This is an optimization exercise on Yosys and OpenROAD, whose aim is small area, not a production implementation. Function was checked by simulation only, so behaviour that the tests miss may differ from the original. Power and IR drop assume default switching activity.

===== design/flow/flow/abc/c5.script =====
strash
ifraig
scorr
dc2
strash
dch -f
map -a
strash
dch -f
map -a
strash
dch -f
map -a
topo

===== design/flow/flow/abc/c4.script =====
strash
dch -f
map -a
strash
dch -f
map -a
strash
dch -f
map -a
strash
dch -f
amap
topo

===== design/flow/flow/run.sh =====
#!/bin/bash
# Own layout flow: the standard layout (standard.sh, ORFS) with
#  - the payload buffer's read mux and write decoder (module rfm70_bufport,
#    combinational) black-boxed during synthesis and replaced, before the
#    design is flattened, by the hand-mapped netlist flow/bufport_gates.v
#    (own_synth.tcl is synth_recipe.tcl with that step added);
#  - an area-oriented ABC script for the rest of the combinational logic:
#    each script in flow/abc/ is tried and the one giving the smallest
#    netlist is kept (registers are mapped by the same dfflibmap step before
#    ABC runs, so they keep the standard synthesis's names and cell types);
#  - the smallest buffer on each port;
#  - a clock tree of a few large clock buffers, without dummy loads.
# Each tool run's output goes to a log file of its own in this folder.
set -euo pipefail
W=$(pwd)
rm -rf "$W/scripts_own"
cp -r "$FLOW_HOME/scripts" "$W/scripts_own"
SYN=(SCRIPTS_DIR="$W/scripts_own" SYNTH_SCRIPT="$W/flow/own_synth.tcl"
     SYNTH_BLACKBOXES=rfm70_bufport OWN_BUFPORT_V="$W/flow/bufport_gates.v")

best=""; best_area=""
for f in "$W"/flow/abc/*.script; do
  s=$(basename "$f" .script)
  cp "$f" "$W/scripts_own/abc_area.script"
  rm -rf "$W/orfs"
  if bash standard.sh "${SYN[@]}" synth > "$W/synth_try_$s.log" 2>&1; then
    a=$(grep -o "Chip area for module '.rfm70_dispatch': [0-9.]*" \
          "$W"/orfs/reports/*/rfm70_dispatch/base/synth_stat.txt | awk '{print $NF}')
    echo "abc script $s: area $a (without rfm70_bufport)" >> "$W/synth_tries.log"
    if [[ -n "$a" ]] && { [[ -z "$best_area" ]] || awk -v a="$a" -v b="$best_area" 'BEGIN{exit !(a<b)}'; }; then
      best=$s; best_area=$a
    fi
  else
    echo "abc script $s: failed" >> "$W/synth_tries.log"
  fi
done
echo "chosen: $best ($best_area)" >> "$W/synth_tries.log"
cp "$W/flow/abc/$best.script" "$W/scripts_own/abc_area.script"
rm -rf "$W/orfs"

CTS="-sink_clustering_enable -repair_clock_nets -dont_use_dummy_load"
CTS="$CTS -buf_list sky130_fd_sc_hd__clkbuf_16 -sink_clustering_size 25 -sink_clustering_max_diameter 80"
bash standard.sh "${SYN[@]}" \
  BUFFER_PORTS_ARGS="-buffer_cell sky130_fd_sc_hd__buf_1" \
  CTS_ARGS="$CTS" \
  finish > "$W/flow_make.log" 2>&1

===== design/flow/flow/abc/c1.script =====
strash
dch -f
map -a
strash
dch -f
map -a
strash
dch -f
map -a
strash
dch -f
map -a
strash
dch -f
map -a
topo

===== design/flow/flow/abc/d3.script =====
strash
dch -f
map -a
strash
dch -f
map -a
strash
dch -f
map -a
strash
dch -f
map -a
strash
dch -f
map -a
strash
dch -f
map -a
strash
dch -f
amap
topo

===== design/flow/flow/abc/b3.script =====
strash
dch -f
map -a
strash
dch -f
map -a
strash
dch -f
map -a
topo

===== design/flow/constraint.sdc =====
create_clock -name core_clock -period 10.0 [get_ports {clk}]
set_input_delay 2.0000 -clock core_clock [delete_from_list [all_inputs] [get_ports {clk}]]
set_output_delay 2.0000 -clock core_clock [all_outputs]
set_load 0.01 [all_outputs]

===== design/flow/config.mk =====
export PLATFORM = sky130hd
export DESIGN_NAME = rfm70_dispatch
export DESIGN_NICKNAME = rfm70_dispatch
export VERILOG_FILES = /design/flow/design.v
export SDC_FILE = /design/flow/constraint.sdc
export NUM_CORES = 4
export LEC_CHECK = 0
export ABC_AREA = 1
export CAP_MARGIN = 20
export CORE_MARGIN = 2
export CORE_UTILIZATION = 40
export SLEW_MARGIN = 20

===== design/flow/design.v =====
module rfm70_init_rom (
    input  wire [4:0] entry,
    input  wire [3:0] idx,
    output reg  [7:0] entry_la,
    output reg  [5:0] entry_width,
    output reg  [7:0] rom_byte
);
    always @(*) begin
        if (entry < 5'd14) begin
            entry_la    = 8'h80 + {3'd0, entry};
            entry_width = 6'd4;
        end else if (entry == 5'd14) begin
            entry_la    = 8'h8E;
            entry_width = 6'd11;
        end else begin
            entry_la    = 8'h84;
            entry_width = 6'd4;
        end
    end
    always @(*) begin
        case ({entry, idx})
            {5'd0, 4'd0}: rom_byte = 8'h40;
            {5'd0, 4'd1}: rom_byte = 8'h4B;
            {5'd0, 4'd2}: rom_byte = 8'h01;
            {5'd0, 4'd3}: rom_byte = 8'hE2;
            {5'd1, 4'd0}: rom_byte = 8'hC0;
            {5'd1, 4'd1}: rom_byte = 8'h4B;
            {5'd2, 4'd0}: rom_byte = 8'hD0;
            {5'd2, 4'd1}: rom_byte = 8'hFC;
            {5'd2, 4'd2}: rom_byte = 8'h8C;
            {5'd2, 4'd3}: rom_byte = 8'h02;
            {5'd3, 4'd0}: rom_byte = 8'h99;
            {5'd3, 4'd2}: rom_byte = 8'h39;
            {5'd3, 4'd3}: rom_byte = 8'h41;
            {5'd4, 4'd0}: rom_byte = 8'hD9;
            {5'd4, 4'd1}: rom_byte = 8'h9E;
            {5'd4, 4'd2}: rom_byte = 8'h86;
            {5'd4, 4'd3}: rom_byte = 8'h0B;
            {5'd5, 4'd0}: rom_byte = 8'h24;
            {5'd5, 4'd1}: rom_byte = 8'h06;
            {5'd5, 4'd2}: rom_byte = 8'h7F;
            {5'd5, 4'd3}: rom_byte = 8'hA6;
            {5'd12, 4'd1}: rom_byte = 8'h73;
            {5'd12, 4'd2}: rom_byte = 8'h12;
            {5'd13, 4'd1}: rom_byte = 8'h80;
            {5'd13, 4'd2}: rom_byte = 8'hB4;
            {5'd13, 4'd3}: rom_byte = 8'h36;
            {5'd14, 4'd0}: rom_byte = 8'h41;
            {5'd14, 4'd1}: rom_byte = 8'h20;
            {5'd14, 4'd2}: rom_byte = 8'h08;
            {5'd14, 4'd3}: rom_byte = 8'h04;
            {5'd14, 4'd4}: rom_byte = 8'h81;
            {5'd14, 4'd5}: rom_byte = 8'h20;
            {5'd14, 4'd6}: rom_byte = 8'hCF;
            {5'd14, 4'd7}: rom_byte = 8'hF7;
            {5'd14, 4'd8}: rom_byte = 8'hFE;
            {5'd14, 4'd9}: rom_byte = 8'hFF;
            {5'd14, 4'd10}: rom_byte = 8'hFF;
            {5'd15, 4'd0}: rom_byte = 8'hDF;
            {5'd15, 4'd1}: rom_byte = 8'h9E;
            {5'd15, 4'd2}: rom_byte = 8'h86;
            {5'd15, 4'd3}: rom_byte = 8'h0B;
            {5'd16, 4'd0}: rom_byte = 8'hD9;
            {5'd16, 4'd1}: rom_byte = 8'h9E;
            {5'd16, 4'd2}: rom_byte = 8'h86;
            {5'd16, 4'd3}: rom_byte = 8'h0B;
            default: rom_byte = 8'h00;
        endcase
    end
endmodule
module rfm70_dispatch (
    input  wire        clk,
    input  wire        rst,
    input  wire [19:0] settle_cycles,
    input  wire        req_valid,
    output wire        req_ready,
    input  wire [3:0]  req_op,
    input  wire [7:0]  req_arg,
    input  wire [5:0]  req_len,
    output wire        rsp_valid,
    output wire [1:0]  rsp_err,
    output wire        rsp_has_status,
    output wire [7:0]  rsp_status,
    input  wire        buf_we,
    input  wire [4:0]  buf_addr,
    input  wire [7:0]  buf_wdata,
    output wire [7:0]  buf_rdata,
    output wire        spi_cs_n,
    output wire        spi_sck,
    output wire        spi_mosi,
    input  wire        spi_miso,
    input  wire        spi_fault,
    output reg         ce
);
    localparam OP_RREG   = 4'd0;
    localparam OP_WREG   = 4'd1;
    localparam OP_RRXPL  = 4'd2;
    localparam OP_WTXPL  = 4'd3;
    localparam OP_WTXNA  = 4'd4;
    localparam OP_WACK   = 4'd5;
    localparam OP_FLTX   = 4'd6;
    localparam OP_FLRX   = 4'd7;
    localparam OP_REUSE  = 4'd8;
    localparam OP_ACT    = 4'd9;
    localparam OP_RPLW   = 4'd10;
    localparam OP_NOP    = 4'd11;
    localparam OP_MODE   = 4'd12;
    localparam OP_SETPWR = 4'd13;
    localparam OP_INIT   = 4'd14;
    localparam E_OK        = 2'd0;
    localparam E_INVALID   = 2'd1;
    localparam E_TOO_LARGE = 2'd2;
    localparam E_TRANSPORT = 2'd3;
    localparam S_IDLE   = 3'd0;
    localparam S_RUN    = 3'd1;
    localparam S_XFER   = 3'd2;
    localparam S_HOLD   = 3'd3;
    localparam S_SETTLE = 3'd4;
    localparam S_RESP   = 3'd5;
    reg [2:0]  state;
    reg [19:0] cnt;
    reg [4:0]  pc;
    reg [3:0]  op_r;
    reg [7:0]  arg_r;
    reg [5:0]  len_r;
    reg [1:0]  err;
    reg        bank_known;
    reg        bank;
    reg [7:0]  sr;        
    reg [7:0]  status;    
    reg [255:0] bufr;     
    wire idle = (state == S_IDLE);
    wire xfer = (state == S_XFER);
    assign req_ready = idle;
    assign rsp_valid = (state == S_RESP);
    assign rsp_err   = err;
    assign rsp_status = status;
    assign rsp_has_status = (err == E_OK) && !(op_r == OP_SETPWR && arg_r[7:2] != 6'd0);
    assign spi_cs_n = !(xfer || state == S_HOLD);
    assign spi_sck  = xfer && cnt[1];
    wire [5:0]  pidx    = cnt[10:5];
    wire        is_cmd  = &cnt[10:5];
    wire [20:0] cnt_inc = {1'b0, cnt} + 21'd1;    
    wire        byte_end = xfer && (cnt[4:0] == 5'd31);
    wire [7:0] rom_la;
    wire [5:0] rom_width;
    wire [7:0] rom_byte;
    rfm70_init_rom u_rom (
        .entry       (pc),
        .idx         (pidx[3:0]),
        .entry_la    (rom_la),
        .entry_width (rom_width),
        .rom_byte    (rom_byte)
    );
    wire guarded = (op_r == OP_RREG) || (op_r == OP_WREG) || (op_r == OP_MODE) ||
                   (op_r == OP_SETPWR) || (op_r == OP_INIT);
    reg [7:0] la;
    reg       wr;
    reg [5:0] acc_len;
    always @(*) begin
        case (op_r)
            OP_MODE: begin
                la      = (pc < 5'd2) ? 8'h07 : 8'h00;
                wr      = (pc == 5'd1) || (pc == 5'd4);
                acc_len = 6'd1;
            end
            OP_SETPWR: begin
                la      = 8'h06;
                wr      = (pc == 5'd1);
                acc_len = 6'd1;
            end
            OP_INIT: begin
                la      = rom_la;
                wr      = 1'b1;
                acc_len = rom_width;
            end
            default: begin
                la      = arg_r;
                wr      = (op_r == OP_WREG);
                acc_len = len_r;
            end
        endcase
    end
    wire resolve = guarded && !bank_known;
    wire toggle  = guarded && bank_known && (bank != la[7]);
    wire mainx   = !resolve && !toggle;
    reg [7:0] cmd;
    reg [5:0] n_eff;
    always @(*) begin
        if (resolve) begin
            cmd = 8'h07; n_eff = 6'd1;
        end else if (toggle) begin
            cmd = 8'h50; n_eff = 6'd1;
        end else if (guarded) begin
            cmd = {2'b00, wr, la[4:0]}; n_eff = acc_len;
        end else begin
            n_eff = 6'd0;
            case (op_r)
                OP_RRXPL: begin cmd = 8'h61; n_eff = len_r; end
                OP_WTXPL: begin cmd = 8'hA0; n_eff = len_r; end
                OP_WTXNA: begin cmd = 8'hB0; n_eff = len_r; end
                OP_WACK:  begin cmd = {5'b10101, arg_r[2:0]}; n_eff = len_r; end
                OP_FLTX:  cmd = 8'hE1;
                OP_FLRX:  cmd = 8'hE2;
                OP_REUSE: cmd = 8'hE3;
                OP_ACT:   begin cmd = 8'h50; n_eff = 6'd1; end
                OP_RPLW:  begin cmd = 8'h60; n_eff = 6'd1; end
                default:  cmd = 8'hFF;
            endcase
        end
    end
    wire rx_buf = mainx && (op_r == OP_RREG || op_r == OP_RRXPL || op_r == OP_RPLW);
    wire [4:0] baddr = idle ? buf_addr : pidx[4:0];
    wire       bwe   = idle ? buf_we : (byte_end && !is_cmd && rx_buf);
    wire [7:0] bwd   = idle ? buf_wdata : {sr[6:0], spi_miso};
    wire [7:0] bdata;
    wire [31:0] bwen;
    rfm70_bufport u_bufport (
        .mem   (bufr),
        .addr  (baddr),
        .we    (bwe),
        .rdata (bdata),
        .wen   (bwen)
    );
    assign buf_rdata = bdata;
    reg [7:0] rmw;
    always @(*) begin
        if (op_r == OP_SETPWR)
            rmw = (sr & 8'hF9) | {5'd0, arg_r[1:0], 1'b0};
        else if (pc == 5'd1)
            rmw = sr;
        else case (arg_r[1:0])
            2'd0:    rmw = sr & 8'hFD;
            2'd1:    rmw = sr | 8'h02;
            2'd2:    rmw = sr | 8'h03;
            default: rmw = sr & 8'h02;
        endcase
    end
    reg [7:0] txbyte;
    always @(*) begin
        if (toggle)
            txbyte = 8'h53;
        else case (op_r)
            OP_ACT:              txbyte = arg_r;
            OP_MODE, OP_SETPWR:  txbyte = rmw;
            OP_INIT:             txbyte = rom_byte;
            default:             txbyte = bdata;
        endcase
    end
    wire [2:0] bitn = ~cnt[4:2];
    assign spi_mosi = is_cmd ? cmd[bitn] : sr[7];
    reg [1:0] chk;
    reg       la_def;
    reg [5:0] la_w;
    always @(*) begin
        la_def = (req_arg[6:5] == 2'b00) &&
                 (req_arg[7] ? (req_arg[4:0] <= 5'h0E) : (req_arg[4:0] <= 5'h1D));
        if (req_arg[7])
            la_w = (req_arg[4:0] == 5'h0E) ? 6'd11 : 6'd4;
        else if (req_arg[4:0] == 5'h0A || req_arg[4:0] == 5'h0B || req_arg[4:0] == 5'h10)
            la_w = 6'd5;
        else
            la_w = 6'd1;
        chk = E_OK;
        case (req_op)
            OP_RREG, OP_WREG: begin
                if (!la_def || req_len == 6'd0) chk = E_INVALID;
                else if (req_len > la_w)        chk = E_TOO_LARGE;
            end
            OP_RRXPL, OP_WTXPL, OP_WTXNA, OP_WACK: begin
                if ((req_op == OP_WACK && req_arg > 8'd5) || req_len == 6'd0) chk = E_INVALID;
                else if (req_len > 6'd32)                                     chk = E_TOO_LARGE;
            end
            4'd15:   chk = E_INVALID;
            default: chk = E_OK;
        endcase
    end
    reg respond, ce_step;
    always @(*) begin
        ce_step = 1'b0;
        case (op_r)
            OP_MODE: begin
                respond = (pc == 5'd6);
                ce_step = (pc == 5'd2) || (pc == 5'd5);
            end
            OP_SETPWR: respond = (arg_r[7:2] != 6'd0) || (pc == 5'd2);
            OP_INIT:   respond = (pc == 5'd17);
            default:   respond = (pc == 5'd1);
        endcase
        if (err != E_OK)
            respond = 1'b1;
    end
    integer k;
    always @(posedge clk) begin
        for (k = 0; k < 32; k = k + 1)
            if (bwen[k])
                bufr[8*k +: 8] <= bwd;
        cnt <= cnt_inc[19:0];
        if (rst) begin
            state      <= S_IDLE;
            bank_known <= 1'b0;
            ce         <= 1'b0;
        end else begin
            case (state)
            S_IDLE: begin
                if (req_valid) begin
                    op_r  <= req_op;
                    arg_r <= req_arg;
                    len_r <= req_len;
                    err   <= chk;
                    pc    <= (req_op == OP_MODE && req_arg[1:0] != 2'd2) ? 5'd2 : 5'd0;
                    state <= S_RUN;
                end
            end
            S_RUN: begin
                if (respond) begin
                    state <= S_RESP;
                end else if (ce_step) begin
                    ce <= (pc == 5'd5) && arg_r[1];
                    pc <= pc + 5'd1;
                end else begin
                    cnt[10:0] <= {6'h3F, 5'd0};
                    state <= S_XFER;
                end
            end
            S_XFER: begin
                if (cnt[1:0] == 2'd3) begin
                    if (is_cmd) status <= {status[6:0], spi_miso};
                    else        sr     <= {sr[6:0], spi_miso};
                end
                if (cnt[4:0] == 5'd1 && !is_cmd)
                    sr <= txbyte;
                if (cnt[4:0] == 5'd31) begin
                    if (spi_fault) begin
                        err   <= E_TRANSPORT;
                        state <= S_HOLD;
                    end else if (cnt_inc[10:5] == n_eff) begin
                        state <= S_HOLD;
                        if (resolve) begin
                            bank_known <= 1'b1;
                            bank       <= sr[6];
                        end else if (toggle) begin
                            bank <= la[7];
                        end else begin
                            pc <= pc + 5'd1;
                        end
                    end
                end
            end
            S_HOLD: begin
                if (cnt[0]) begin
                    cnt   <= ~settle_cycles;      
                    state <= S_SETTLE;
                end
            end
            S_SETTLE: begin
                if (cnt_inc[20])
                    state <= S_RUN;
            end
            default: begin
                cnt   <= cnt_inc[19:0];
                state <= S_IDLE;
            end
            endcase
        end
    end
endmodule
module rfm70_bufport (
    input  wire [255:0] mem,
    input  wire [4:0]   addr,
    input  wire         we,
    output wire [7:0]   rdata,
    output wire [31:0]  wen
);
    assign rdata = mem[8*addr +: 8];
    genvar g;
    generate
        for (g = 0; g < 32; g = g + 1) begin : g_wen
            assign wen[g] = we && (addr == g);
        end
    endgenerate
endmodule

===== design/flow/standard.sh =====
#!/bin/bash
# synth_recipe.tcl (not shown) runs the flow's synth.tcl, then flattens the netlist and writes it again
# the make line also repeats each setting of config.mk as NAME=value (left out here)
make -C /OpenROAD-flow-scripts/flow DESIGN_CONFIG=/design/flow/config.mk WORK_HOME=/design/flow/orfs CLKGATE_MAP_FILE= SYNTH_SCRIPT=/design/flow/synth_recipe.tcl "${@:-finish}"

===== design/flow/flow/bufport_gates.v =====
module rfm70_bufport (mem, addr, we, rdata, wen);
  input [255:0] mem;
  input [4:0] addr;
  input we;
  output [7:0] rdata;
  output [31:0] wen;
  wire [3:0] ln;
  wire [3:0] lwn;
  wire [7:0] hn;
  wire [31:0] s;
  wire x0_0;
  wire x0_1;
  wire x0_2;
  wire x0_3;
  wire x0_4;
  wire x0_5;
  wire x0_6;
  wire x0_7;
  wire x0_8;
  wire x0_9;
  wire x0_10;
  wire p0_0;
  wire p0_1;
  wire p0_2;
  wire x1_0;
  wire x1_1;
  wire x1_2;
  wire x1_3;
  wire x1_4;
  wire x1_5;
  wire x1_6;
  wire x1_7;
  wire x1_8;
  wire x1_9;
  wire x1_10;
  wire p1_0;
  wire p1_1;
  wire p1_2;
  wire x2_0;
  wire x2_1;
  wire x2_2;
  wire x2_3;
  wire x2_4;
  wire x2_5;
  wire x2_6;
  wire x2_7;
  wire x2_8;
  wire x2_9;
  wire x2_10;
  wire p2_0;
  wire p2_1;
  wire p2_2;
  wire x3_0;
  wire x3_1;
  wire x3_2;
  wire x3_3;
  wire x3_4;
  wire x3_5;
  wire x3_6;
  wire x3_7;
  wire x3_8;
  wire x3_9;
  wire x3_10;
  wire p3_0;
  wire p3_1;
  wire p3_2;
  wire x4_0;
  wire x4_1;
  wire x4_2;
  wire x4_3;
  wire x4_4;
  wire x4_5;
  wire x4_6;
  wire x4_7;
  wire x4_8;
  wire x4_9;
  wire x4_10;
  wire p4_0;
  wire p4_1;
  wire p4_2;
  wire x5_0;
  wire x5_1;
  wire x5_2;
  wire x5_3;
  wire x5_4;
  wire x5_5;
  wire x5_6;
  wire x5_7;
  wire x5_8;
  wire x5_9;
  wire x5_10;
  wire p5_0;
  wire p5_1;
  wire p5_2;
  wire x6_0;
  wire x6_1;
  wire x6_2;
  wire x6_3;
  wire x6_4;
  wire x6_5;
  wire x6_6;
  wire x6_7;
  wire x6_8;
  wire x6_9;
  wire x6_10;
  wire p6_0;
  wire p6_1;
  wire p6_2;
  wire x7_0;
  wire x7_1;
  wire x7_2;
  wire x7_3;
  wire x7_4;
  wire x7_5;
  wire x7_6;
  wire x7_7;
  wire x7_8;
  wire x7_9;
  wire x7_10;
  wire p7_0;
  wire p7_1;
  wire p7_2;
  sky130_fd_sc_hd__or2_0 g1 (.A(addr[0]), .B(addr[1]), .X(ln[0]));
  sky130_fd_sc_hd__nand2b_1 g2 (.A_N(addr[1]), .B(addr[0]), .Y(ln[1]));
  sky130_fd_sc_hd__nand2b_1 g3 (.A_N(addr[0]), .B(addr[1]), .Y(ln[2]));
  sky130_fd_sc_hd__nand2_1 g4 (.A(addr[0]), .B(addr[1]), .Y(ln[3]));
  sky130_fd_sc_hd__nand2b_1 g5 (.A_N(ln[0]), .B(we), .Y(lwn[0]));
  sky130_fd_sc_hd__nand2b_1 g6 (.A_N(ln[1]), .B(we), .Y(lwn[1]));
  sky130_fd_sc_hd__nand2b_1 g7 (.A_N(ln[2]), .B(we), .Y(lwn[2]));
  sky130_fd_sc_hd__nand2b_1 g8 (.A_N(ln[3]), .B(we), .Y(lwn[3]));
  sky130_fd_sc_hd__or3_1 g9 (.A(addr[2]), .B(addr[3]), .C(addr[4]), .X(hn[0]));
  sky130_fd_sc_hd__or3b_1 g10 (.A(addr[3]), .B(addr[4]), .C_N(addr[2]), .X(hn[1]));
  sky130_fd_sc_hd__or3b_1 g11 (.A(addr[2]), .B(addr[4]), .C_N(addr[3]), .X(hn[2]));
  sky130_fd_sc_hd__nand3b_1 g12 (.A_N(addr[4]), .B(addr[2]), .C(addr[3]), .Y(hn[3]));
  sky130_fd_sc_hd__or3b_1 g13 (.A(addr[2]), .B(addr[3]), .C_N(addr[4]), .X(hn[4]));
  sky130_fd_sc_hd__nand3b_1 g14 (.A_N(addr[3]), .B(addr[2]), .C(addr[4]), .Y(hn[5]));
  sky130_fd_sc_hd__nand3b_1 g15 (.A_N(addr[2]), .B(addr[3]), .C(addr[4]), .Y(hn[6]));
  sky130_fd_sc_hd__nand3_1 g16 (.A(addr[2]), .B(addr[3]), .C(addr[4]), .Y(hn[7]));
  sky130_fd_sc_hd__nor2_1 g17 (.A(ln[0]), .B(hn[0]), .Y(s[0]));
  sky130_fd_sc_hd__nor2_1 g18 (.A(lwn[0]), .B(hn[0]), .Y(wen[0]));
  sky130_fd_sc_hd__nor2_1 g19 (.A(ln[1]), .B(hn[0]), .Y(s[1]));
  sky130_fd_sc_hd__nor2_1 g20 (.A(lwn[1]), .B(hn[0]), .Y(wen[1]));
  sky130_fd_sc_hd__nor2_1 g21 (.A(ln[2]), .B(hn[0]), .Y(s[2]));
  sky130_fd_sc_hd__nor2_1 g22 (.A(lwn[2]), .B(hn[0]), .Y(wen[2]));
  sky130_fd_sc_hd__nor2_1 g23 (.A(ln[3]), .B(hn[0]), .Y(s[3]));
  sky130_fd_sc_hd__nor2_1 g24 (.A(lwn[3]), .B(hn[0]), .Y(wen[3]));
  sky130_fd_sc_hd__nor2_1 g25 (.A(ln[0]), .B(hn[1]), .Y(s[4]));
  sky130_fd_sc_hd__nor2_1 g26 (.A(lwn[0]), .B(hn[1]), .Y(wen[4]));
  sky130_fd_sc_hd__nor2_1 g27 (.A(ln[1]), .B(hn[1]), .Y(s[5]));
  sky130_fd_sc_hd__nor2_1 g28 (.A(lwn[1]), .B(hn[1]), .Y(wen[5]));
  sky130_fd_sc_hd__nor2_1 g29 (.A(ln[2]), .B(hn[1]), .Y(s[6]));
  sky130_fd_sc_hd__nor2_1 g30 (.A(lwn[2]), .B(hn[1]), .Y(wen[6]));
  sky130_fd_sc_hd__nor2_1 g31 (.A(ln[3]), .B(hn[1]), .Y(s[7]));
  sky130_fd_sc_hd__nor2_1 g32 (.A(lwn[3]), .B(hn[1]), .Y(wen[7]));
  sky130_fd_sc_hd__nor2_1 g33 (.A(ln[0]), .B(hn[2]), .Y(s[8]));
  sky130_fd_sc_hd__nor2_1 g34 (.A(lwn[0]), .B(hn[2]), .Y(wen[8]));
  sky130_fd_sc_hd__nor2_1 g35 (.A(ln[1]), .B(hn[2]), .Y(s[9]));
  sky130_fd_sc_hd__nor2_1 g36 (.A(lwn[1]), .B(hn[2]), .Y(wen[9]));
  sky130_fd_sc_hd__nor2_1 g37 (.A(ln[2]), .B(hn[2]), .Y(s[10]));
  sky130_fd_sc_hd__nor2_1 g38 (.A(lwn[2]), .B(hn[2]), .Y(wen[10]));
  sky130_fd_sc_hd__nor2_1 g39 (.A(ln[3]), .B(hn[2]), .Y(s[11]));
  sky130_fd_sc_hd__nor2_1 g40 (.A(lwn[3]), .B(hn[2]), .Y(wen[11]));
  sky130_fd_sc_hd__nor2_1 g41 (.A(ln[0]), .B(hn[3]), .Y(s[12]));
  sky130_fd_sc_hd__nor2_1 g42 (.A(lwn[0]), .B(hn[3]), .Y(wen[12]));
  sky130_fd_sc_hd__nor2_1 g43 (.A(ln[1]), .B(hn[3]), .Y(s[13]));
  sky130_fd_sc_hd__nor2_1 g44 (.A(lwn[1]), .B(hn[3]), .Y(wen[13]));
  sky130_fd_sc_hd__nor2_1 g45 (.A(ln[2]), .B(hn[3]), .Y(s[14]));
  sky130_fd_sc_hd__nor2_1 g46 (.A(lwn[2]), .B(hn[3]), .Y(wen[14]));
  sky130_fd_sc_hd__nor2_1 g47 (.A(ln[3]), .B(hn[3]), .Y(s[15]));
  sky130_fd_sc_hd__nor2_1 g48 (.A(lwn[3]), .B(hn[3]), .Y(wen[15]));
  sky130_fd_sc_hd__nor2_1 g49 (.A(ln[0]), .B(hn[4]), .Y(s[16]));
  sky130_fd_sc_hd__nor2_1 g50 (.A(lwn[0]), .B(hn[4]), .Y(wen[16]));
  sky130_fd_sc_hd__nor2_1 g51 (.A(ln[1]), .B(hn[4]), .Y(s[17]));
  sky130_fd_sc_hd__nor2_1 g52 (.A(lwn[1]), .B(hn[4]), .Y(wen[17]));
  sky130_fd_sc_hd__nor2_1 g53 (.A(ln[2]), .B(hn[4]), .Y(s[18]));
  sky130_fd_sc_hd__nor2_1 g54 (.A(lwn[2]), .B(hn[4]), .Y(wen[18]));
  sky130_fd_sc_hd__nor2_1 g55 (.A(ln[3]), .B(hn[4]), .Y(s[19]));
  sky130_fd_sc_hd__nor2_1 g56 (.A(lwn[3]), .B(hn[4]), .Y(wen[19]));
  sky130_fd_sc_hd__nor2_1 g57 (.A(ln[0]), .B(hn[5]), .Y(s[20]));
  sky130_fd_sc_hd__nor2_1 g58 (.A(lwn[0]), .B(hn[5]), .Y(wen[20]));
  sky130_fd_sc_hd__nor2_1 g59 (.A(ln[1]), .B(hn[5]), .Y(s[21]));
  sky130_fd_sc_hd__nor2_1 g60 (.A(lwn[1]), .B(hn[5]), .Y(wen[21]));
  sky130_fd_sc_hd__nor2_1 g61 (.A(ln[2]), .B(hn[5]), .Y(s[22]));
  sky130_fd_sc_hd__nor2_1 g62 (.A(lwn[2]), .B(hn[5]), .Y(wen[22]));
  sky130_fd_sc_hd__nor2_1 g63 (.A(ln[3]), .B(hn[5]), .Y(s[23]));
  sky130_fd_sc_hd__nor2_1 g64 (.A(lwn[3]), .B(hn[5]), .Y(wen[23]));
  sky130_fd_sc_hd__nor2_1 g65 (.A(ln[0]), .B(hn[6]), .Y(s[24]));
  sky130_fd_sc_hd__nor2_1 g66 (.A(lwn[0]), .B(hn[6]), .Y(wen[24]));
  sky130_fd_sc_hd__nor2_1 g67 (.A(ln[1]), .B(hn[6]), .Y(s[25]));
  sky130_fd_sc_hd__nor2_1 g68 (.A(lwn[1]), .B(hn[6]), .Y(wen[25]));
  sky130_fd_sc_hd__nor2_1 g69 (.A(ln[2]), .B(hn[6]), .Y(s[26]));
  sky130_fd_sc_hd__nor2_1 g70 (.A(lwn[2]), .B(hn[6]), .Y(wen[26]));
  sky130_fd_sc_hd__nor2_1 g71 (.A(ln[3]), .B(hn[6]), .Y(s[27]));
  sky130_fd_sc_hd__nor2_1 g72 (.A(lwn[3]), .B(hn[6]), .Y(wen[27]));
  sky130_fd_sc_hd__nor2_1 g73 (.A(ln[0]), .B(hn[7]), .Y(s[28]));
  sky130_fd_sc_hd__nor2_1 g74 (.A(lwn[0]), .B(hn[7]), .Y(wen[28]));
  sky130_fd_sc_hd__nor2_1 g75 (.A(ln[1]), .B(hn[7]), .Y(s[29]));
  sky130_fd_sc_hd__nor2_1 g76 (.A(lwn[1]), .B(hn[7]), .Y(wen[29]));
  sky130_fd_sc_hd__nor2_1 g77 (.A(ln[2]), .B(hn[7]), .Y(s[30]));
  sky130_fd_sc_hd__nor2_1 g78 (.A(lwn[2]), .B(hn[7]), .Y(wen[30]));
  sky130_fd_sc_hd__nor2_1 g79 (.A(ln[3]), .B(hn[7]), .Y(s[31]));
  sky130_fd_sc_hd__nor2_1 g80 (.A(lwn[3]), .B(hn[7]), .Y(wen[31]));
  sky130_fd_sc_hd__a222oi_1 g81 (.A1(s[0]), .A2(mem[0]), .B1(s[1]), .B2(mem[8]), .C1(s[2]), .C2(mem[16]), .Y(x0_0));
  sky130_fd_sc_hd__a222oi_1 g82 (.A1(s[3]), .A2(mem[24]), .B1(s[4]), .B2(mem[32]), .C1(s[5]), .C2(mem[40]), .Y(x0_1));
  sky130_fd_sc_hd__a222oi_1 g83 (.A1(s[6]), .A2(mem[48]), .B1(s[7]), .B2(mem[56]), .C1(s[8]), .C2(mem[64]), .Y(x0_2));
  sky130_fd_sc_hd__a222oi_1 g84 (.A1(s[9]), .A2(mem[72]), .B1(s[10]), .B2(mem[80]), .C1(s[11]), .C2(mem[88]), .Y(x0_3));
  sky130_fd_sc_hd__a222oi_1 g85 (.A1(s[12]), .A2(mem[96]), .B1(s[13]), .B2(mem[104]), .C1(s[14]), .C2(mem[112]), .Y(x0_4));
  sky130_fd_sc_hd__a222oi_1 g86 (.A1(s[15]), .A2(mem[120]), .B1(s[16]), .B2(mem[128]), .C1(s[17]), .C2(mem[136]), .Y(x0_5));
  sky130_fd_sc_hd__a222oi_1 g87 (.A1(s[18]), .A2(mem[144]), .B1(s[19]), .B2(mem[152]), .C1(s[20]), .C2(mem[160]), .Y(x0_6));
  sky130_fd_sc_hd__a222oi_1 g88 (.A1(s[21]), .A2(mem[168]), .B1(s[22]), .B2(mem[176]), .C1(s[23]), .C2(mem[184]), .Y(x0_7));
  sky130_fd_sc_hd__a222oi_1 g89 (.A1(s[24]), .A2(mem[192]), .B1(s[25]), .B2(mem[200]), .C1(s[26]), .C2(mem[208]), .Y(x0_8));
  sky130_fd_sc_hd__a222oi_1 g90 (.A1(s[27]), .A2(mem[216]), .B1(s[28]), .B2(mem[224]), .C1(s[29]), .C2(mem[232]), .Y(x0_9));
  sky130_fd_sc_hd__a22oi_1 g91 (.A1(s[30]), .A2(mem[240]), .B1(s[31]), .B2(mem[248]), .Y(x0_10));
  sky130_fd_sc_hd__nand4_1 g92 (.A(x0_0), .B(x0_1), .C(x0_2), .D(x0_3), .Y(p0_0));
  sky130_fd_sc_hd__nand4_1 g93 (.A(x0_4), .B(x0_5), .C(x0_6), .D(x0_7), .Y(p0_1));
  sky130_fd_sc_hd__nand3_1 g94 (.A(x0_8), .B(x0_9), .C(x0_10), .Y(p0_2));
  sky130_fd_sc_hd__or3_1 g95 (.A(p0_0), .B(p0_1), .C(p0_2), .X(rdata[0]));
  sky130_fd_sc_hd__a222oi_1 g96 (.A1(s[0]), .A2(mem[1]), .B1(s[1]), .B2(mem[9]), .C1(s[2]), .C2(mem[17]), .Y(x1_0));
  sky130_fd_sc_hd__a222oi_1 g97 (.A1(s[3]), .A2(mem[25]), .B1(s[4]), .B2(mem[33]), .C1(s[5]), .C2(mem[41]), .Y(x1_1));
  sky130_fd_sc_hd__a222oi_1 g98 (.A1(s[6]), .A2(mem[49]), .B1(s[7]), .B2(mem[57]), .C1(s[8]), .C2(mem[65]), .Y(x1_2));
  sky130_fd_sc_hd__a222oi_1 g99 (.A1(s[9]), .A2(mem[73]), .B1(s[10]), .B2(mem[81]), .C1(s[11]), .C2(mem[89]), .Y(x1_3));
  sky130_fd_sc_hd__a222oi_1 g100 (.A1(s[12]), .A2(mem[97]), .B1(s[13]), .B2(mem[105]), .C1(s[14]), .C2(mem[113]), .Y(x1_4));
  sky130_fd_sc_hd__a222oi_1 g101 (.A1(s[15]), .A2(mem[121]), .B1(s[16]), .B2(mem[129]), .C1(s[17]), .C2(mem[137]), .Y(x1_5));
  sky130_fd_sc_hd__a222oi_1 g102 (.A1(s[18]), .A2(mem[145]), .B1(s[19]), .B2(mem[153]), .C1(s[20]), .C2(mem[161]), .Y(x1_6));
  sky130_fd_sc_hd__a222oi_1 g103 (.A1(s[21]), .A2(mem[169]), .B1(s[22]), .B2(mem[177]), .C1(s[23]), .C2(mem[185]), .Y(x1_7));
  sky130_fd_sc_hd__a222oi_1 g104 (.A1(s[24]), .A2(mem[193]), .B1(s[25]), .B2(mem[201]), .C1(s[26]), .C2(mem[209]), .Y(x1_8));
  sky130_fd_sc_hd__a222oi_1 g105 (.A1(s[27]), .A2(mem[217]), .B1(s[28]), .B2(mem[225]), .C1(s[29]), .C2(mem[233]), .Y(x1_9));
  sky130_fd_sc_hd__a22oi_1 g106 (.A1(s[30]), .A2(mem[241]), .B1(s[31]), .B2(mem[249]), .Y(x1_10));
  sky130_fd_sc_hd__nand4_1 g107 (.A(x1_0), .B(x1_1), .C(x1_2), .D(x1_3), .Y(p1_0));
  sky130_fd_sc_hd__nand4_1 g108 (.A(x1_4), .B(x1_5), .C(x1_6), .D(x1_7), .Y(p1_1));
  sky130_fd_sc_hd__nand3_1 g109 (.A(x1_8), .B(x1_9), .C(x1_10), .Y(p1_2));
  sky130_fd_sc_hd__or3_1 g110 (.A(p1_0), .B(p1_1), .C(p1_2), .X(rdata[1]));
  sky130_fd_sc_hd__a222oi_1 g111 (.A1(s[0]), .A2(mem[2]), .B1(s[1]), .B2(mem[10]), .C1(s[2]), .C2(mem[18]), .Y(x2_0));
  sky130_fd_sc_hd__a222oi_1 g112 (.A1(s[3]), .A2(mem[26]), .B1(s[4]), .B2(mem[34]), .C1(s[5]), .C2(mem[42]), .Y(x2_1));
  sky130_fd_sc_hd__a222oi_1 g113 (.A1(s[6]), .A2(mem[50]), .B1(s[7]), .B2(mem[58]), .C1(s[8]), .C2(mem[66]), .Y(x2_2));
  sky130_fd_sc_hd__a222oi_1 g114 (.A1(s[9]), .A2(mem[74]), .B1(s[10]), .B2(mem[82]), .C1(s[11]), .C2(mem[90]), .Y(x2_3));
  sky130_fd_sc_hd__a222oi_1 g115 (.A1(s[12]), .A2(mem[98]), .B1(s[13]), .B2(mem[106]), .C1(s[14]), .C2(mem[114]), .Y(x2_4));
  sky130_fd_sc_hd__a222oi_1 g116 (.A1(s[15]), .A2(mem[122]), .B1(s[16]), .B2(mem[130]), .C1(s[17]), .C2(mem[138]), .Y(x2_5));
  sky130_fd_sc_hd__a222oi_1 g117 (.A1(s[18]), .A2(mem[146]), .B1(s[19]), .B2(mem[154]), .C1(s[20]), .C2(mem[162]), .Y(x2_6));
  sky130_fd_sc_hd__a222oi_1 g118 (.A1(s[21]), .A2(mem[170]), .B1(s[22]), .B2(mem[178]), .C1(s[23]), .C2(mem[186]), .Y(x2_7));
  sky130_fd_sc_hd__a222oi_1 g119 (.A1(s[24]), .A2(mem[194]), .B1(s[25]), .B2(mem[202]), .C1(s[26]), .C2(mem[210]), .Y(x2_8));
  sky130_fd_sc_hd__a222oi_1 g120 (.A1(s[27]), .A2(mem[218]), .B1(s[28]), .B2(mem[226]), .C1(s[29]), .C2(mem[234]), .Y(x2_9));
  sky130_fd_sc_hd__a22oi_1 g121 (.A1(s[30]), .A2(mem[242]), .B1(s[31]), .B2(mem[250]), .Y(x2_10));
  sky130_fd_sc_hd__nand4_1 g122 (.A(x2_0), .B(x2_1), .C(x2_2), .D(x2_3), .Y(p2_0));
  sky130_fd_sc_hd__nand4_1 g123 (.A(x2_4), .B(x2_5), .C(x2_6), .D(x2_7), .Y(p2_1));
  sky130_fd_sc_hd__nand3_1 g124 (.A(x2_8), .B(x2_9), .C(x2_10), .Y(p2_2));
  sky130_fd_sc_hd__or3_1 g125 (.A(p2_0), .B(p2_1), .C(p2_2), .X(rdata[2]));
  sky130_fd_sc_hd__a222oi_1 g126 (.A1(s[0]), .A2(mem[3]), .B1(s[1]), .B2(mem[11]), .C1(s[2]), .C2(mem[19]), .Y(x3_0));
  sky130_fd_sc_hd__a222oi_1 g127 (.A1(s[3]), .A2(mem[27]), .B1(s[4]), .B2(mem[35]), .C1(s[5]), .C2(mem[43]), .Y(x3_1));
  sky130_fd_sc_hd__a222oi_1 g128 (.A1(s[6]), .A2(mem[51]), .B1(s[7]), .B2(mem[59]), .C1(s[8]), .C2(mem[67]), .Y(x3_2));
  sky130_fd_sc_hd__a222oi_1 g129 (.A1(s[9]), .A2(mem[75]), .B1(s[10]), .B2(mem[83]), .C1(s[11]), .C2(mem[91]), .Y(x3_3));
  sky130_fd_sc_hd__a222oi_1 g130 (.A1(s[12]), .A2(mem[99]), .B1(s[13]), .B2(mem[107]), .C1(s[14]), .C2(mem[115]), .Y(x3_4));
  sky130_fd_sc_hd__a222oi_1 g131 (.A1(s[15]), .A2(mem[123]), .B1(s[16]), .B2(mem[131]), .C1(s[17]), .C2(mem[139]), .Y(x3_5));
  sky130_fd_sc_hd__a222oi_1 g132 (.A1(s[18]), .A2(mem[147]), .B1(s[19]), .B2(mem[155]), .C1(s[20]), .C2(mem[163]), .Y(x3_6));
  sky130_fd_sc_hd__a222oi_1 g133 (.A1(s[21]), .A2(mem[171]), .B1(s[22]), .B2(mem[179]), .C1(s[23]), .C2(mem[187]), .Y(x3_7));
  sky130_fd_sc_hd__a222oi_1 g134 (.A1(s[24]), .A2(mem[195]), .B1(s[25]), .B2(mem[203]), .C1(s[26]), .C2(mem[211]), .Y(x3_8));
  sky130_fd_sc_hd__a222oi_1 g135 (.A1(s[27]), .A2(mem[219]), .B1(s[28]), .B2(mem[227]), .C1(s[29]), .C2(mem[235]), .Y(x3_9));
  sky130_fd_sc_hd__a22oi_1 g136 (.A1(s[30]), .A2(mem[243]), .B1(s[31]), .B2(mem[251]), .Y(x3_10));
  sky130_fd_sc_hd__nand4_1 g137 (.A(x3_0), .B(x3_1), .C(x3_2), .D(x3_3), .Y(p3_0));
  sky130_fd_sc_hd__nand4_1 g138 (.A(x3_4), .B(x3_5), .C(x3_6), .D(x3_7), .Y(p3_1));
  sky130_fd_sc_hd__nand3_1 g139 (.A(x3_8), .B(x3_9), .C(x3_10), .Y(p3_2));
  sky130_fd_sc_hd__or3_1 g140 (.A(p3_0), .B(p3_1), .C(p3_2), .X(rdata[3]));
  sky130_fd_sc_hd__a222oi_1 g141 (.A1(s[0]), .A2(mem[4]), .B1(s[1]), .B2(mem[12]), .C1(s[2]), .C2(mem[20]), .Y(x4_0));
  sky130_fd_sc_hd__a222oi_1 g142 (.A1(s[3]), .A2(mem[28]), .B1(s[4]), .B2(mem[36]), .C1(s[5]), .C2(mem[44]), .Y(x4_1));
  sky130_fd_sc_hd__a222oi_1 g143 (.A1(s[6]), .A2(mem[52]), .B1(s[7]), .B2(mem[60]), .C1(s[8]), .C2(mem[68]), .Y(x4_2));
  sky130_fd_sc_hd__a222oi_1 g144 (.A1(s[9]), .A2(mem[76]), .B1(s[10]), .B2(mem[84]), .C1(s[11]), .C2(mem[92]), .Y(x4_3));
  sky130_fd_sc_hd__a222oi_1 g145 (.A1(s[12]), .A2(mem[100]), .B1(s[13]), .B2(mem[108]), .C1(s[14]), .C2(mem[116]), .Y(x4_4));
  sky130_fd_sc_hd__a222oi_1 g146 (.A1(s[15]), .A2(mem[124]), .B1(s[16]), .B2(mem[132]), .C1(s[17]), .C2(mem[140]), .Y(x4_5));
  sky130_fd_sc_hd__a222oi_1 g147 (.A1(s[18]), .A2(mem[148]), .B1(s[19]), .B2(mem[156]), .C1(s[20]), .C2(mem[164]), .Y(x4_6));
  sky130_fd_sc_hd__a222oi_1 g148 (.A1(s[21]), .A2(mem[172]), .B1(s[22]), .B2(mem[180]), .C1(s[23]), .C2(mem[188]), .Y(x4_7));
  sky130_fd_sc_hd__a222oi_1 g149 (.A1(s[24]), .A2(mem[196]), .B1(s[25]), .B2(mem[204]), .C1(s[26]), .C2(mem[212]), .Y(x4_8));
  sky130_fd_sc_hd__a222oi_1 g150 (.A1(s[27]), .A2(mem[220]), .B1(s[28]), .B2(mem[228]), .C1(s[29]), .C2(mem[236]), .Y(x4_9));
  sky130_fd_sc_hd__a22oi_1 g151 (.A1(s[30]), .A2(mem[244]), .B1(s[31]), .B2(mem[252]), .Y(x4_10));
  sky130_fd_sc_hd__nand4_1 g152 (.A(x4_0), .B(x4_1), .C(x4_2), .D(x4_3), .Y(p4_0));
  sky130_fd_sc_hd__nand4_1 g153 (.A(x4_4), .B(x4_5), .C(x4_6), .D(x4_7), .Y(p4_1));
  sky130_fd_sc_hd__nand3_1 g154 (.A(x4_8), .B(x4_9), .C(x4_10), .Y(p4_2));
  sky130_fd_sc_hd__or3_1 g155 (.A(p4_0), .B(p4_1), .C(p4_2), .X(rdata[4]));
  sky130_fd_sc_hd__a222oi_1 g156 (.A1(s[0]), .A2(mem[5]), .B1(s[1]), .B2(mem[13]), .C1(s[2]), .C2(mem[21]), .Y(x5_0));
  sky130_fd_sc_hd__a222oi_1 g157 (.A1(s[3]), .A2(mem[29]), .B1(s[4]), .B2(mem[37]), .C1(s[5]), .C2(mem[45]), .Y(x5_1));
  sky130_fd_sc_hd__a222oi_1 g158 (.A1(s[6]), .A2(mem[53]), .B1(s[7]), .B2(mem[61]), .C1(s[8]), .C2(mem[69]), .Y(x5_2));
  sky130_fd_sc_hd__a222oi_1 g159 (.A1(s[9]), .A2(mem[77]), .B1(s[10]), .B2(mem[85]), .C1(s[11]), .C2(mem[93]), .Y(x5_3));
  sky130_fd_sc_hd__a222oi_1 g160 (.A1(s[12]), .A2(mem[101]), .B1(s[13]), .B2(mem[109]), .C1(s[14]), .C2(mem[117]), .Y(x5_4));
  sky130_fd_sc_hd__a222oi_1 g161 (.A1(s[15]), .A2(mem[125]), .B1(s[16]), .B2(mem[133]), .C1(s[17]), .C2(mem[141]), .Y(x5_5));
  sky130_fd_sc_hd__a222oi_1 g162 (.A1(s[18]), .A2(mem[149]), .B1(s[19]), .B2(mem[157]), .C1(s[20]), .C2(mem[165]), .Y(x5_6));
  sky130_fd_sc_hd__a222oi_1 g163 (.A1(s[21]), .A2(mem[173]), .B1(s[22]), .B2(mem[181]), .C1(s[23]), .C2(mem[189]), .Y(x5_7));
  sky130_fd_sc_hd__a222oi_1 g164 (.A1(s[24]), .A2(mem[197]), .B1(s[25]), .B2(mem[205]), .C1(s[26]), .C2(mem[213]), .Y(x5_8));
  sky130_fd_sc_hd__a222oi_1 g165 (.A1(s[27]), .A2(mem[221]), .B1(s[28]), .B2(mem[229]), .C1(s[29]), .C2(mem[237]), .Y(x5_9));
  sky130_fd_sc_hd__a22oi_1 g166 (.A1(s[30]), .A2(mem[245]), .B1(s[31]), .B2(mem[253]), .Y(x5_10));
  sky130_fd_sc_hd__nand4_1 g167 (.A(x5_0), .B(x5_1), .C(x5_2), .D(x5_3), .Y(p5_0));
  sky130_fd_sc_hd__nand4_1 g168 (.A(x5_4), .B(x5_5), .C(x5_6), .D(x5_7), .Y(p5_1));
  sky130_fd_sc_hd__nand3_1 g169 (.A(x5_8), .B(x5_9), .C(x5_10), .Y(p5_2));
  sky130_fd_sc_hd__or3_1 g170 (.A(p5_0), .B(p5_1), .C(p5_2), .X(rdata[5]));
  sky130_fd_sc_hd__a222oi_1 g171 (.A1(s[0]), .A2(mem[6]), .B1(s[1]), .B2(mem[14]), .C1(s[2]), .C2(mem[22]), .Y(x6_0));
  sky130_fd_sc_hd__a222oi_1 g172 (.A1(s[3]), .A2(mem[30]), .B1(s[4]), .B2(mem[38]), .C1(s[5]), .C2(mem[46]), .Y(x6_1));
  sky130_fd_sc_hd__a222oi_1 g173 (.A1(s[6]), .A2(mem[54]), .B1(s[7]), .B2(mem[62]), .C1(s[8]), .C2(mem[70]), .Y(x6_2));
  sky130_fd_sc_hd__a222oi_1 g174 (.A1(s[9]), .A2(mem[78]), .B1(s[10]), .B2(mem[86]), .C1(s[11]), .C2(mem[94]), .Y(x6_3));
  sky130_fd_sc_hd__a222oi_1 g175 (.A1(s[12]), .A2(mem[102]), .B1(s[13]), .B2(mem[110]), .C1(s[14]), .C2(mem[118]), .Y(x6_4));
  sky130_fd_sc_hd__a222oi_1 g176 (.A1(s[15]), .A2(mem[126]), .B1(s[16]), .B2(mem[134]), .C1(s[17]), .C2(mem[142]), .Y(x6_5));
  sky130_fd_sc_hd__a222oi_1 g177 (.A1(s[18]), .A2(mem[150]), .B1(s[19]), .B2(mem[158]), .C1(s[20]), .C2(mem[166]), .Y(x6_6));
  sky130_fd_sc_hd__a222oi_1 g178 (.A1(s[21]), .A2(mem[174]), .B1(s[22]), .B2(mem[182]), .C1(s[23]), .C2(mem[190]), .Y(x6_7));
  sky130_fd_sc_hd__a222oi_1 g179 (.A1(s[24]), .A2(mem[198]), .B1(s[25]), .B2(mem[206]), .C1(s[26]), .C2(mem[214]), .Y(x6_8));
  sky130_fd_sc_hd__a222oi_1 g180 (.A1(s[27]), .A2(mem[222]), .B1(s[28]), .B2(mem[230]), .C1(s[29]), .C2(mem[238]), .Y(x6_9));
  sky130_fd_sc_hd__a22oi_1 g181 (.A1(s[30]), .A2(mem[246]), .B1(s[31]), .B2(mem[254]), .Y(x6_10));
  sky130_fd_sc_hd__nand4_1 g182 (.A(x6_0), .B(x6_1), .C(x6_2), .D(x6_3), .Y(p6_0));
  sky130_fd_sc_hd__nand4_1 g183 (.A(x6_4), .B(x6_5), .C(x6_6), .D(x6_7), .Y(p6_1));
  sky130_fd_sc_hd__nand3_1 g184 (.A(x6_8), .B(x6_9), .C(x6_10), .Y(p6_2));
  sky130_fd_sc_hd__or3_1 g185 (.A(p6_0), .B(p6_1), .C(p6_2), .X(rdata[6]));
  sky130_fd_sc_hd__a222oi_1 g186 (.A1(s[0]), .A2(mem[7]), .B1(s[1]), .B2(mem[15]), .C1(s[2]), .C2(mem[23]), .Y(x7_0));
  sky130_fd_sc_hd__a222oi_1 g187 (.A1(s[3]), .A2(mem[31]), .B1(s[4]), .B2(mem[39]), .C1(s[5]), .C2(mem[47]), .Y(x7_1));
  sky130_fd_sc_hd__a222oi_1 g188 (.A1(s[6]), .A2(mem[55]), .B1(s[7]), .B2(mem[63]), .C1(s[8]), .C2(mem[71]), .Y(x7_2));
  sky130_fd_sc_hd__a222oi_1 g189 (.A1(s[9]), .A2(mem[79]), .B1(s[10]), .B2(mem[87]), .C1(s[11]), .C2(mem[95]), .Y(x7_3));
  sky130_fd_sc_hd__a222oi_1 g190 (.A1(s[12]), .A2(mem[103]), .B1(s[13]), .B2(mem[111]), .C1(s[14]), .C2(mem[119]), .Y(x7_4));
  sky130_fd_sc_hd__a222oi_1 g191 (.A1(s[15]), .A2(mem[127]), .B1(s[16]), .B2(mem[135]), .C1(s[17]), .C2(mem[143]), .Y(x7_5));
  sky130_fd_sc_hd__a222oi_1 g192 (.A1(s[18]), .A2(mem[151]), .B1(s[19]), .B2(mem[159]), .C1(s[20]), .C2(mem[167]), .Y(x7_6));
  sky130_fd_sc_hd__a222oi_1 g193 (.A1(s[21]), .A2(mem[175]), .B1(s[22]), .B2(mem[183]), .C1(s[23]), .C2(mem[191]), .Y(x7_7));
  sky130_fd_sc_hd__a222oi_1 g194 (.A1(s[24]), .A2(mem[199]), .B1(s[25]), .B2(mem[207]), .C1(s[26]), .C2(mem[215]), .Y(x7_8));
  sky130_fd_sc_hd__a222oi_1 g195 (.A1(s[27]), .A2(mem[223]), .B1(s[28]), .B2(mem[231]), .C1(s[29]), .C2(mem[239]), .Y(x7_9));
  sky130_fd_sc_hd__a22oi_1 g196 (.A1(s[30]), .A2(mem[247]), .B1(s[31]), .B2(mem[255]), .Y(x7_10));
  sky130_fd_sc_hd__nand4_1 g197 (.A(x7_0), .B(x7_1), .C(x7_2), .D(x7_3), .Y(p7_0));
  sky130_fd_sc_hd__nand4_1 g198 (.A(x7_4), .B(x7_5), .C(x7_6), .D(x7_7), .Y(p7_1));
  sky130_fd_sc_hd__nand3_1 g199 (.A(x7_8), .B(x7_9), .C(x7_10), .Y(p7_2));
  sky130_fd_sc_hd__or3_1 g200 (.A(p7_0), .B(p7_1), .C(p7_2), .X(rdata[7]));
endmodule

===== design/flow/flow/own_synth.tcl =====
# synth_recipe.tcl, with the black-boxed rfm70_bufport replaced by its
# gate-level netlist before the design is flattened.
proc synth {args} { yosys synth -nofsm -noshare {*}$args }
source $::env(SCRIPTS_DIR)/synth.tcl
yosys delete rfm70_bufport
yosys read_verilog $::env(OWN_BUFPORT_V)
# left out here: clear keep_hierarchy, flatten, clean up, hide names made inside functions, write 1_2_yosys.v

==> results by group <==
Run status
  – Status: timing/DRC/antenna clean

Layout
  – Layout cell share with drive strength beyond 1: 0.03058
  – Final nets: 1284
  – ANT cells: 0
  – P&R area growth vs syn: 10.83%
  – Final core occ: 0.4465

Clocking
  – CTS Buffer Depth: 3
  – CTS H-tree depth: 1
  – CTS tree: yes
  – Reg clk slew, reported paths: 0.05 ns
  – Clk sinks: 323
  – # hold bufs at CTS: 0
  – Worst-Skew Late Latency: 0.55 ns
  – Post-CTS setup buffer count: 0
  – Post-cts resize count: 0
  – CTS Root Cell: clkbuf_16
  – TritonCTS Buffers: 21

Worst setup path
  – Most used cell, CP: nor2_1
  – CP Max Fanout: 25
  – CP max-delay cell: clkinv_1
  – R2r setup slk: 4.05 ns
  – Crit path required time: 8.00 ns
  – Reg-to-reg startpoint: state[0]
  – CP arrival: 5.69 ns
  – Crit-path cells: nor2_1 > clkinv_1 > nor2_1 > clkinv_1 > a21oi_1 > or2_0 > nor2_1 > a222oi_1 > nand4_1 > or3_1 > buf_1
  – Critical path capture point type: output pin
  – FF-to-FF path depth: 13
  – CP Class: reg -> out
  – Bufs and invs on worst path: 3
  – Crit path largest cell delay: 0.96 ns
  – FF-to-FF End: sr[0]
  – Crit path from: state[0]
  – Crit path max-delay family: simple AND/OR/NAND/NOR gates
  – Crit start category: flop

Floorplan
  – Core footprint: 34290 µm²
  – Starting density of the core: 0.4028
  – Die Ht: 189.8 µm
  – Die width: 189.8 µm
  – # rows: 68
  – Die footprint: 36030 µm²
  – Io pins: 82

Synthesis
  – Synth Net Count: 1170
  – Cells after Synth: 1098
  – Yosys warns: 3
  – Post-Syn Area: 13810 µm²
  – Average cell area after synthesis: 12.58 µm²

Routing
  – Post-route ant nets: 0
  – Post-DR wirelength/cell: 24.05 µm
  – TritonRoute pass-1 iters: 13
  – Vias per cell: 6.163
  – Vias: 10260
  – Final wirelength: 40040 µm
  – Iter 0 DRT Violations: 1308
  – DRC: 0

Power
  – Cell Pwr Density: 276.5 nW/µm²
  – VDD IR-drop max: 0.1342 mV
  – Power Total: 0.004232 W
  – Leak Pwr: 4.643 nW

Min path
  – Min-delay src: status[4]
  – Hold Path Cell Cnt: 0
  – HP Class: reg -> reg
  – Hold endpoint: status[5]

Timing
  – RSZ-0062 raised after global routing: false
  – Max Slew Vio Count: 0
  – Hold Violations, Final: 0
  – Worst slew pin tran: 1.002 ns
  – Setup_tns: 0 ns
  – Worst Skew: 0.07303 ns
  – Final setup fails: 0
  – Peak Freq: 130.0 MHz
  – Final worst slack: 2.309 ns
  – Final min period: 7.691 ns
  – Max transition margin: 0.3277
  – Tcrit/Tclk final: 0.7691

Global routing
  – Antenna violations before repair: 0
  – First-pass GRT wire length: 59520 µm
  – GRT Total Usage: 0.2176
  – Remaining global-route overflow: 0
  – Largest net degree at the start of global routing: 33
  – Vias in the first global route: 9491

Placement
  – Port Buffer Count: 81
  – GPL Wtd Cong: 1.059
  – Post-DP HPWL: 28730 µm
  – Pre-CTS WS: 2.936 ns

Flow run
  – Max Cap Viol: 0
-- per-stage QoR --
stage / area (µm²) / instances / hold WS (ns)
final: 15310 / 1665 / 0.4444
after global placement: 14780 / 1644 / 0.4314
after floorplan: 13810 / 1098 / 0.4685
after CTS: 15310 / 1665 / 0.4469
after detailed placement: 14780 / 1644 / 0.4331
after global routing: 15310 / 1665 / 0.4562
-- worst reg2reg max path, delay by kind of cell, from the launching register on --
family / cells / cell delay [ns]
and+or+nand+nor: 7 / 2.46
AOI/OAI and AO/OA: 4 / 1.83
DFF: 1 / 0.34
buffers and inverters: 2 / 1.07
-- placed cells by master (no fill, tap or decap), types with 16 or more instances in the layout --
cell type	n
edfxtp_1	298
nor2_1	210
clkinv_1	82
a222oi_1	82
buf_1	81
nand2_1	72
o21ai_0	37
a21oi_1	36
nor3_1	29
nand3_1	26
dfxtp_1	25
nand4_1	21
clkbuf_16	21
o22ai_1	17
nor4_1	16
-- per-layer routing --
metal / global-route usage / vias up / part of all wire
met4: 0.06231 / 0 / 0.032
met5: 0 / - / 0
met2: 0.3681 / 560 / 0.48
met1: 0.2928 / 5020 / 0.41
li1: - / 4613 / -
met3: 0.03136 / 68 / 0.077
-- area by class of cell --
class / instances / area [µm²]
fillers: 3156 / 18980
flip-flops and latches: 323 / 9449
multi-input cells: 693 / 4078
well taps: 455 / 569.3
clock buffers: 21 / 525.5
repair buffers: 91 / 379.1
inverters: 82 / 307.8
-- how the worst max path moves through the flow --
stage	endpoint	slack [ns]	depth (start not counted)
floorplan	buf_rdata[1]	4.40	7
global placement	buf_rdata[5]	2.99	11
detailed placement	buf_rdata[5]	2.94	11
CTS	buf_rdata[5]	2.42	11
global route	buf_rdata[5]	2.12	11
finish	buf_rdata[1]	2.31	11
-- registers in the layout (all words and copies together), names as in the netlist --
register    flops
arg_r           8
cnt            20
sr              8
bufr          256
bank_known      1
op_r            4
len_r           6
status          8
ce              1
err             2
pc              5
state           3
bank            1
-- where the power goes --
part	total [W]	switching (W)	leakage, nW	internal, W
registers	0.00190	0.0000991	2.89	0.00180
logic	0.00154	0.00114	1.50	0.000403
clock network	0.000787	0.000415	0.259	0.000372

==> re-timing with driven ports <==
No port has a modelled driver above. Below, the same layout with a new extraction and two added sets of constraints.
Step 1: set_driving_cell puts a clkbuf_16 on clk and a buf_2 on each other input, an assumption about the parent block.
Step 2 moves the port delays by t, midway between the first and last clock arrival at a register: inputs arrive t later, outputs are due t later. That takes back most of the time a late clock gives input paths.
a / b / c = no drivers / after step 1 / after step 2; a / b = the first two.
shift t [ns]: 0.563
setup WS [ns]: 2.309 / 2.261 / 2.824
worst hold slack (ns): 0.444 / 0.444 / 0.444
slew at the worst register clock pin (ns): 0.09 / 0.09
After both steps this run still meets setup and hold. For this run, drivers alone change the setup slack by -0.048 ns; drivers and shift together by +0.515 ns.
